Source: an optimization exercise on an open RTL-to-GDS flow (aim: small area, a short achievable clock period and few clock cycles). Production flows keep margins and buffers that such runs may drop.
In this exercise RTL edits were held to simulation tests only and were not proved equivalent to the original.
No activity file was given, so power comes from the tool's default toggle rates.

==> trial 69: inputs <==
## sc57
module sc57 (
    input  wire        clk,
    input  wire        rst,      
    input  wire        req,
    input  wire        we,
    input  wire [7:0]  addr,
    input  wire [63:0] wdata,
    output wire        ready,
    output reg         rvalid,
    output reg  [63:0] rdata
);
==> flow/config.mk <==
export PLATFORM = sky130hd
export DESIGN_NAME = sc57
export DESIGN_NICKNAME = sc57
export VERILOG_FILES = /design/flow/design.v
export SDC_FILE = /design/flow/constraint.sdc
export NUM_CORES = 4
export LEC_CHECK = 0
export CAP_MARGIN = 20
export CORE_MARGIN = 2
export CORE_UTILIZATION = 40
export PLACE_DENSITY = 0.6
export SLEW_MARGIN = 20
export TNS_END_PERCENT = 100
==> flow/constraint.sdc <==
create_clock -name core_clock -period 12.0 [get_ports {clk}]
set_input_delay 2.4000 -clock core_clock [delete_from_list [all_inputs] [get_ports {clk}]]
set_output_delay 2.4000 -clock core_clock [all_outputs]
set_load 0.01 [all_outputs]
standard.sh (not shown) runs the stock make flow with config.mk's settings and CLKGATE_MAP_FILE= SYNTH_SCRIPT=/design/flow/synth_recipe.tcl, a recipe that flattens the netlist after the stock synthesis.
==> flow/flow/run.sh <==
#!/bin/bash
set -euo pipefail
export SETUP_SLACK_MARGIN=5.8
bash standard.sh > standard_flow.log 2>&1
==> trial 79: changes against trial 69 <==
--- a/flow/design.v
+++ b/flow/design.v
@@ -12,12 +12,13 @@
     localparam [2:0] ST_OK        = 3'd0,
                      ST_BADCODE   = 3'd1,
                      ST_BADXSUM   = 3'd2,
                      ST_RANGE     = 3'd3,
                      ST_ILLEGAL   = 3'd4;
     localparam [2:0] S_IDLE   = 3'd0,
+                     S_PACK   = 3'd1,
                      S_XSUM   = 3'd2,
                      S_ENC    = 3'd3,
                      S_DEC    = 3'd5,
                      S_XCHK   = 3'd6,
                      S_UNPK   = 3'd7;
     reg [2:0]  status_code;
@@ -60,27 +61,13 @@
     reg         xok;           
     reg         dlast;         
     reg         pd_v;          
     reg [5:0]   pd;
     reg         ovf;           
     reg [7:0]   raddr;         
-    reg       enc_rd_ok;
-    always @(*) begin
-        enc_rd_ok = 1'b1;
-        if (addr[7:6] == 2'b01) begin
-            case (addr[5:0])
-                6'd5,  6'd6,  6'd7,  6'd8,  6'd9:  enc_rd_ok = (cnt >= 7'd48);
-                6'd11, 6'd12, 6'd13, 6'd14, 6'd15: enc_rd_ok = (cnt >= 7'd49);
-                6'd17, 6'd18, 6'd19, 6'd20, 6'd21: enc_rd_ok = (cnt >= 7'd50);
-                6'd23, 6'd24, 6'd25, 6'd26, 6'd27: enc_rd_ok = (cnt >= 7'd51);
-                6'd29, 6'd30, 6'd31, 6'd32, 6'd33: enc_rd_ok = (cnt >= 7'd52);
-                default:                           enc_rd_ok = 1'b1;
-            endcase
-        end
-    end
-    assign ready = (state == S_IDLE) || (state == S_ENC && !we && enc_rd_ok);
+    assign ready = (state == S_IDLE);
     wire accept   = req && ready;
     wire wr       = accept && we;
     wire rd       = accept && !we;
     wire [4:0] buf_idx = addr[4:0] - 5'h10;    
     function [7:0] alpha_char;
         input [5:0] d;
@@ -128,24 +115,15 @@
                        + bufr[13] + bufr[14] + bufr[15] + bufr[16] + bufr[17];
     wire [143:0] buf_flat = {
         bufr[0],  bufr[1],  bufr[2],  bufr[3],  bufr[4],  bufr[5],
         bufr[6],  bufr[7],  bufr[8],  bufr[9],  bufr[10], bufr[11],
         bufr[12], bufr[13], bufr[14], bufr[15], bufr[16], bufr[17]
     };
-    wire [6:0] enc_nk  = cnt + 7'd1;
-    wire [7:0] enc_pos = {1'b0, enc_nk} + {enc_nk, 1'b0};    
-    wire [2:0] enc_nxt = (enc_nk < 7'd48) ? {buf_flat[8'd143 - enc_pos], buf_flat[8'd142 - enc_pos],
-                                             buf_flat[8'd141 - enc_pos]} : 3'd0;
-    reg  [2:0] enc_bits;
-    always @(posedge clk) begin
-        case (state)
-            S_ENC:   enc_bits <= enc_nxt;
-            S_XSUM:  enc_bits <= buf_sum[7:5];
-            default: enc_bits <= wdata[2] ? mpack_bytes[143:141] : buf_flat[143:141];
-        endcase
-    end
+    wire [7:0] enc_pos = {1'b0, cnt} + {cnt, 1'b0};    
+    wire [2:0] enc_bits = (cnt < 7'd48) ? {buf_flat[8'd143 - enc_pos], buf_flat[8'd142 - enc_pos],
+                                           buf_flat[8'd141 - enc_pos]} : 3'd0;
     integer i, ci, ri, gi;
     reg [149:0] w_enc;
     reg [11:0]  gcar_n;
     integer s, j, g;
     reg ec, eco, egg, epp;
     reg [5:0] ed;
@@ -237,20 +215,13 @@
                                         state <= wdata[4] ? S_XCHK : S_UNPK;
                                     else if (!tlen_ok)
                                         status_code <= ST_BADCODE;
                                     else
                                         state <= S_DEC;
                                 end
-                                else if (wdata[2]) begin              
-                                    for (i = 0; i < 18; i = i + 1)
-                                        bufr[i] <= wdata[4] ? xpack_bytes[143 - 8*i -: 8]
-                                                            : mpack_bytes[143 - 8*i -: 8];
-                                    if (wdata[4])      state <= S_XSUM;    
-                                    else if (wdata[1]) state <= S_ENC;
-                                    else               status_code <= ST_OK;
-                                end
+                                else if (wdata[2]) state <= S_PACK;   
                                 else state <= S_ENC;
                                 dchr <= 3'd0;
                                 dgrp <= 3'd0;
                                 dlast <= 1'b0;
                                 pd_v <= 1'b0;
                                 pd   <= 6'd0;
@@ -292,12 +263,19 @@
                             else if (addr >= 8'h40 && addr <= 8'h7F)
                                 txt[addr[5:0]] <= wdata[7:0];
                         end
                     endcase
                 end
             end
+            S_PACK: begin
+                for (i = 0; i < 18; i = i + 1) begin
+                    bufr[i] <= cmd_x ? xpack_bytes[143 - 8*i -: 8] : mpack_bytes[143 - 8*i -: 8];
+                end
+                state <= cmd_x ? S_XSUM : (cmd_env ? S_ENC : S_IDLE);
+                if (!cmd_x && !cmd_env) status_code <= ST_OK;
+            end
             S_XSUM: begin
                 bufr[0] <= buf_sum;
                 state   <= cmd_env ? S_ENC : S_IDLE;
                 if (!cmd_env) status_code <= ST_OK;
             end
             S_ENC: begin
@@ -305,27 +283,26 @@
                 gcar <= gcar_n;
                 cnt  <= cnt + 7'd1;
                 for (gi = 0; gi < 5; gi = gi + 1)
                     if (cnt == 7'd48 + gi)
                         for (i = 0; i < 5; i = i + 1)
                             txt[5 + 6 * gi + i] <= conv_chr[8 * i +: 8];
-                if (cnt == 7'd0) begin
+                if (cnt == 7'd52) begin
                     txt[0]  <= 8'h43;   
                     txt[1]  <= 8'h53;   
                     txt[2]  <= 8'h47;   
                     txt[3]  <= 8'h4F;   
                     txt[4]  <= 8'h2D;
                     txt[10] <= 8'h2D;
                     txt[16] <= 8'h2D;
                     txt[22] <= 8'h2D;
                     txt[28] <= 8'h2D;
                     tlen        <= 7'd34;
                     status_code <= ST_OK;
+                    state       <= S_IDLE;
                 end
-                if (cnt == 7'd52)
-                    state <= S_IDLE;
             end
             S_DEC: begin
                 if (pd_v) begin
                     w[143:0] <= acc_next[143:0];
                     ovf      <= dec_ovf;
                 end
@@ -405,30 +382,39 @@
                 end
             end
             default: state <= S_IDLE;
             endcase
         end
     end
+    reg        rs_stat, rs_tlen, rs_buf, rs_txt;
+    reg [2:0]  rs_m;
+    reg [20:0] rs_x;
+    wire a_buf = (addr >= 8'h10) && (addr <= 8'h21);
     wire start_dec = wr && (addr == 8'h00) && legal_cmd(wdata[7:0]) && wdata[0] && wdata[1] &&
                      tlen_ok;
+    wire a_txt = (addr[7:6] == 2'b01);
     always @(posedge clk) begin
-        if (rd)
-            raddr <= addr;
-        else if (start_dec)
-            raddr <= {2'b01, tlen[5:0] - 6'd1};
-        else if (state == S_DEC && !dlast && pidx[6])
+        if (rd) begin
+            raddr   <= addr;
+            rs_stat <= (addr == 8'h01);
+            rs_tlen <= (addr == 8'h02);
+            rs_buf  <= a_buf;
+            rs_txt  <= a_txt;
+            for (ri = 0; ri < 3; ri = ri + 1)  rs_m[ri] <= (addr == 8'h30 + ri);
+            for (ri = 0; ri < 21; ri = ri + 1) rs_x[ri] <= (addr == 8'h80 + ri);
+        end else if (start_dec) begin
+            raddr   <= {2'b01, tlen[5:0] - 6'd1};
+            rs_stat <= 1'b0;
+            rs_tlen <= 1'b0;
+            rs_buf  <= 1'b0;
+            rs_txt  <= 1'b1;
+            rs_m    <= 3'd0;
+            rs_x    <= 21'd0;
+        end else if (state == S_DEC && !dlast && pidx[6]) begin
             raddr <= raddr - (dec_skip ? 8'd2 : 8'd1);
-    end
-    wire       rs_stat = (raddr == 8'h01);
-    wire       rs_tlen = (raddr == 8'h02);
-    wire       rs_buf  = (raddr >= 8'h10) && (raddr <= 8'h21);
-    wire       rs_txt  = (raddr[7:6] == 2'b01);
-    wire [2:0] rs_m    = {raddr == 8'h32, raddr == 8'h31, raddr == 8'h30};
-    reg  [20:0] rs_x;
-    always @(*) begin
-        for (ri = 0; ri < 21; ri = ri + 1) rs_x[ri] = (raddr == 8'h80 + ri);
+        end
     end
     wire [4:0] rbuf_idx = raddr[4:0] - 5'h10;
     wire [7:0] rbuf = bufr[rbuf_idx];
     always @(*) begin
         rdata = ({64{rs_stat}} & {61'd0, status_code})
               | ({64{rs_tlen}} & {57'd0, tlen})
==> flow/run.sh (new file) <==
#!/bin/bash
# synth_recipe.tcl (not shown) runs the flow's synth.tcl, then flattens the netlist and writes it again
# the make line also repeats each setting of config.mk as NAME=value (left out here)
make -C /OpenROAD-flow-scripts/flow DESIGN_CONFIG=/design/flow/config.mk WORK_HOME=/design/flow/orfs CLKGATE_MAP_FILE= SYNTH_SCRIPT=/design/flow/synth_recipe.tcl finish
==> flow/config.mk (replaced) <==
export PLATFORM = sky130hd
export DESIGN_NAME = sc57
export DESIGN_NICKNAME = sc57
export VERILOG_FILES = /design/flow/design.v
export SDC_FILE = /design/flow/constraint.sdc
export NUM_CORES = 4
export LEC_CHECK = 0
export CAP_MARGIN = 20
export CORE_MARGIN = 2
export CORE_UTILIZATION = 45
export CTS_BUF_LIST = sky130_fd_sc_hd__clkbuf_8
export PLACE_DENSITY = 0.6
export SETUP_SLACK_MARGIN = 5
export SLEW_MARGIN = 20
export TNS_END_PERCENT = 100
removed: flow/flow/run.sh
removed: flow/standard.sh
==> trial 86: changes against trial 69 <==
--- a/flow/design.v
+++ b/flow/design.v
@@ -12,12 +12,13 @@
     localparam [2:0] ST_OK        = 3'd0,
                      ST_BADCODE   = 3'd1,
                      ST_BADXSUM   = 3'd2,
                      ST_RANGE     = 3'd3,
                      ST_ILLEGAL   = 3'd4;
     localparam [2:0] S_IDLE   = 3'd0,
+                     S_PACK   = 3'd1,
                      S_XSUM   = 3'd2,
                      S_ENC    = 3'd3,
                      S_DEC    = 3'd5,
                      S_XCHK   = 3'd6,
                      S_UNPK   = 3'd7;
     reg [2:0]  status_code;
@@ -136,14 +137,15 @@
     wire [2:0] enc_nxt = (enc_nk < 7'd48) ? {buf_flat[8'd143 - enc_pos], buf_flat[8'd142 - enc_pos],
                                              buf_flat[8'd141 - enc_pos]} : 3'd0;
     reg  [2:0] enc_bits;
     always @(posedge clk) begin
         case (state)
             S_ENC:   enc_bits <= enc_nxt;
+            S_PACK:  enc_bits <= mpack_bytes[143:141];
             S_XSUM:  enc_bits <= buf_sum[7:5];
-            default: enc_bits <= wdata[2] ? mpack_bytes[143:141] : buf_flat[143:141];
+            default: enc_bits <= buf_flat[143:141];
         endcase
     end
     integer i, ci, ri, gi;
     reg [149:0] w_enc;
     reg [11:0]  gcar_n;
     integer s, j, g;
@@ -237,20 +239,13 @@
                                         state <= wdata[4] ? S_XCHK : S_UNPK;
                                     else if (!tlen_ok)
                                         status_code <= ST_BADCODE;
                                     else
                                         state <= S_DEC;
                                 end
-                                else if (wdata[2]) begin              
-                                    for (i = 0; i < 18; i = i + 1)
-                                        bufr[i] <= wdata[4] ? xpack_bytes[143 - 8*i -: 8]
-                                                            : mpack_bytes[143 - 8*i -: 8];
-                                    if (wdata[4])      state <= S_XSUM;    
-                                    else if (wdata[1]) state <= S_ENC;
-                                    else               status_code <= ST_OK;
-                                end
+                                else if (wdata[2]) state <= S_PACK;   
                                 else state <= S_ENC;
                                 dchr <= 3'd0;
                                 dgrp <= 3'd0;
                                 dlast <= 1'b0;
                                 pd_v <= 1'b0;
                                 pd   <= 6'd0;
@@ -292,12 +287,19 @@
                             else if (addr >= 8'h40 && addr <= 8'h7F)
                                 txt[addr[5:0]] <= wdata[7:0];
                         end
                     endcase
                 end
             end
+            S_PACK: begin
+                for (i = 0; i < 18; i = i + 1) begin
+                    bufr[i] <= cmd_x ? xpack_bytes[143 - 8*i -: 8] : mpack_bytes[143 - 8*i -: 8];
+                end
+                state <= cmd_x ? S_XSUM : (cmd_env ? S_ENC : S_IDLE);
+                if (!cmd_x && !cmd_env) status_code <= ST_OK;
+            end
             S_XSUM: begin
                 bufr[0] <= buf_sum;
                 state   <= cmd_env ? S_ENC : S_IDLE;
                 if (!cmd_env) status_code <= ST_OK;
             end
             S_ENC: begin
==> flow/run.sh (new file) <==
#!/bin/bash
# synth_recipe.tcl (not shown) runs the flow's synth.tcl, then flattens the netlist and writes it again
# the make line also repeats each setting of config.mk as NAME=value (left out here)
make -C /OpenROAD-flow-scripts/flow DESIGN_CONFIG=/design/flow/config.mk WORK_HOME=/design/flow/orfs CLKGATE_MAP_FILE= SYNTH_SCRIPT=/design/flow/synth_recipe.tcl finish
==> flow/config.mk (replaced) <==
export PLATFORM = sky130hd
export DESIGN_NAME = sc57
export DESIGN_NICKNAME = sc57
export VERILOG_FILES = /design/flow/design.v
export SDC_FILE = /design/flow/constraint.sdc
export NUM_CORES = 4
export LEC_CHECK = 0
export CAP_MARGIN = 5
export CORE_MARGIN = 2
export CORE_UTILIZATION = 40
export PLACE_DENSITY = 0.6
export SETUP_SLACK_MARGIN = 5
export SLEW_MARGIN = 5
export TNS_END_PERCENT = 100
removed: flow/flow/run.sh
removed: flow/standard.sh
==> build 57: changes against trial 69 <==
--- a/flow/design.v
+++ b/flow/design.v
@@ -12,12 +12,13 @@
     localparam [2:0] ST_OK        = 3'd0,
                      ST_BADCODE   = 3'd1,
                      ST_BADXSUM   = 3'd2,
                      ST_RANGE     = 3'd3,
                      ST_ILLEGAL   = 3'd4;
     localparam [2:0] S_IDLE   = 3'd0,
+                     S_PACK   = 3'd1,
                      S_XSUM   = 3'd2,
                      S_ENC    = 3'd3,
                      S_DEC    = 3'd5,
                      S_XCHK   = 3'd6,
                      S_UNPK   = 3'd7;
     reg [2:0]  status_code;
@@ -136,14 +137,15 @@
     wire [2:0] enc_nxt = (enc_nk < 7'd48) ? {buf_flat[8'd143 - enc_pos], buf_flat[8'd142 - enc_pos],
                                              buf_flat[8'd141 - enc_pos]} : 3'd0;
     reg  [2:0] enc_bits;
     always @(posedge clk) begin
         case (state)
             S_ENC:   enc_bits <= enc_nxt;
+            S_PACK:  enc_bits <= mpack_bytes[143:141];
             S_XSUM:  enc_bits <= buf_sum[7:5];
-            default: enc_bits <= wdata[2] ? mpack_bytes[143:141] : buf_flat[143:141];
+            default: enc_bits <= buf_flat[143:141];
         endcase
     end
     integer i, ci, ri, gi;
     reg [149:0] w_enc;
     reg [11:0]  gcar_n;
     integer s, j, g;
@@ -237,20 +239,13 @@
                                         state <= wdata[4] ? S_XCHK : S_UNPK;
                                     else if (!tlen_ok)
                                         status_code <= ST_BADCODE;
                                     else
                                         state <= S_DEC;
                                 end
-                                else if (wdata[2]) begin              
-                                    for (i = 0; i < 18; i = i + 1)
-                                        bufr[i] <= wdata[4] ? xpack_bytes[143 - 8*i -: 8]
-                                                            : mpack_bytes[143 - 8*i -: 8];
-                                    if (wdata[4])      state <= S_XSUM;    
-                                    else if (wdata[1]) state <= S_ENC;
-                                    else               status_code <= ST_OK;
-                                end
+                                else if (wdata[2]) state <= S_PACK;   
                                 else state <= S_ENC;
                                 dchr <= 3'd0;
                                 dgrp <= 3'd0;
                                 dlast <= 1'b0;
                                 pd_v <= 1'b0;
                                 pd   <= 6'd0;
@@ -292,12 +287,19 @@
                             else if (addr >= 8'h40 && addr <= 8'h7F)
                                 txt[addr[5:0]] <= wdata[7:0];
                         end
                     endcase
                 end
             end
+            S_PACK: begin
+                for (i = 0; i < 18; i = i + 1) begin
+                    bufr[i] <= cmd_x ? xpack_bytes[143 - 8*i -: 8] : mpack_bytes[143 - 8*i -: 8];
+                end
+                state <= cmd_x ? S_XSUM : (cmd_env ? S_ENC : S_IDLE);
+                if (!cmd_x && !cmd_env) status_code <= ST_OK;
+            end
             S_XSUM: begin
                 bufr[0] <= buf_sum;
                 state   <= cmd_env ? S_ENC : S_IDLE;
                 if (!cmd_env) status_code <= ST_OK;
             end
             S_ENC: begin
==> flow/run.sh (new file) <==
#!/bin/bash
# synth_recipe.tcl (not shown) runs the flow's synth.tcl, then flattens the netlist and writes it again
# the make line also repeats each setting of config.mk as NAME=value (left out here)
make -C /OpenROAD-flow-scripts/flow DESIGN_CONFIG=/design/flow/config.mk WORK_HOME=/design/flow/orfs CLKGATE_MAP_FILE= SYNTH_SCRIPT=/design/flow/synth_recipe.tcl finish
--- a/flow/config.mk
+++ b/flow/config.mk
@@ -6,8 +6,9 @@
 export NUM_CORES = 4
 export LEC_CHECK = 0
 export CAP_MARGIN = 20
 export CORE_MARGIN = 2
 export CORE_UTILIZATION = 40
 export PLACE_DENSITY = 0.6
+export SETUP_SLACK_MARGIN = 5
 export SLEW_MARGIN = 20
 export TNS_END_PERCENT = 100
removed: flow/flow/run.sh
removed: flow/standard.sh
==> notes <==
- Of trial 69 and trial 86, trial 69 has the higher synthesized area (gap 2.1%, measured against trial 86).
- Between trial 69 and build 57, the lower non-clock buffer count is in build 57 (gap 190).
- In build 57 the sequential share of layout area is lower than in trial 86, by 0.11 points.
- Trial 69 went through all stages and came out clean. Trial 79 completed with no timing, DRC or antenna violations. Build 57 went through all stages and came out clean. Trial 86 completed and failed the layout checks on max-capacitance violations, max-slew violations.
- The highest final cell count belongs to trial 69, the lowest to trial 79.
- Register-to-register slack: trial 79 < trial 86 < build 57 < trial 69.
- Clock-buffer cell count, lowest first: trial 86, trial 69, build 57, trial 79.
- Routed wire length, highest first: trial 86, build 57, trial 69, trial 79.
==> figures <==
Starting utilization of the core area: trial 69 40.29%; trial 79 45.28%; build 57 40.09%; trial 86 40.09%
Wire length of the first global-routing pass: trial 69 676800 um; trial 79 649000 um; build 57 683200 um; trial 86 684400 um
Nonclk inv count: trial 69 797; trial 79 843; build 57 810; trial 86 810
Ratio of layout area to synthesized area: trial 69 1.1640x; trial 79 1.1468x; build 57 1.1403x; trial 86 1.1364x
Final design area excluding fillers: trial 69 0.1168 mm^2; trial 79 0.1114 mm^2; build 57 0.1121 mm^2; trial 86 0.1117 mm^2
Metal-1 WL: trial 69 181300 um; trial 79 182400 um; build 57 194200 um; trial 86 195000 um
Multi-input gates: trial 69 7469; trial 79 6749; build 57 7325; trial 86 7325
Max power group: trial 69 sequential cells; trial 79 combinational cells; build 57 sequential cells; trial 86 sequential cells
Max Clock Freq: trial 69 0.1547 GHz; trial 79 0.1323 GHz; build 57 0.1423 GHz; trial 86 0.1400 GHz
Routed wire length on met2: trial 69 212100 um; trial 79 196400 um; build 57 204000 um; trial 86 205800 um
Start point of the critical path: trial 69 addr[0]; trial 79 cnt[1]; build 57 raddr[0]; trial 86 raddr[0]
Setup repair after global routing missed its margin: trial 69 yes; trial 79 yes; build 57 no; trial 86 yes
Result of the run: trial 69 no timing/DRC/antenna violations; trial 79 no timing/DRC/antenna violations; build 57 no timing/DRC/antenna violations; trial 86 failed layout checks
Violated checks: trial 69 -; trial 79 -; build 57 -; trial 86 max-capacitance violations, max-slew violations
Post-layout min period: trial 69 6.464 ns; trial 79 7.561 ns; build 57 7.030 ns; trial 86 7.141 ns
Final clock skew: trial 69 0.07411 ns; trial 79 0.1050 ns; build 57 0.07452 ns; trial 86 0.08900 ns
Testbench counts of trial 69, summed over its fixed seeds: cycles 31,456.
Testbench counts of trial 79, summed over its fixed seeds: cycles 34,336.
Testbench counts of trial 86, summed over its fixed seeds: cycles 31,648.
Testbench counts of build 57, summed over its fixed seeds: cycles 31,648.

afterwards: timing with drivers on the ports:
How much do the figures lean on ideal ports? The routed layouts below were timed once more, with nothing changed but the port constraints. Step 1 (the two cells are an assumption about what drives the block):
set clk [get_ports {clk}]
set_driving_cell -lib_cell sky130_fd_sc_hd__clkbuf_16 $clk
set_driving_cell -lib_cell sky130_fd_sc_hd__buf_2 [delete_from_list [all_inputs] $clk]
Step 2, shift: input delay + t, output delay - t, t = (earliest + latest rising clock arrival at the registers) / 2. This alone moves slack from input paths to output paths. Three values: no drivers, after step 1, after step 2; two values: the first two.
| run | t (ns) | setup WS [ns] | worst setup path at the end | worst data-port slew with drivers (ns) | cell pins on the clock port's net |
|---|---|---|---|---|---|
| trial 69 | 0.969 | 5.536 / 5.426 / 5.130 | input to register | 0.14 | 1 |
| trial 79 | 1.136 | 4.439 / 4.439 / 4.084 | input to register | 0.16 | 1 |
| trial 86 | 0.953 | 4.859 / 4.761 / 4.827 | input to register | 0.12 | 1 |
| build 57 | 0.946 | 4.970 / 4.870 / 4.811 | input to register | 0.13 | 1 |
For trial 69, which loses most, drivers alone change the setup slack by -0.110 ns; drivers and shift together by -0.406 ns.
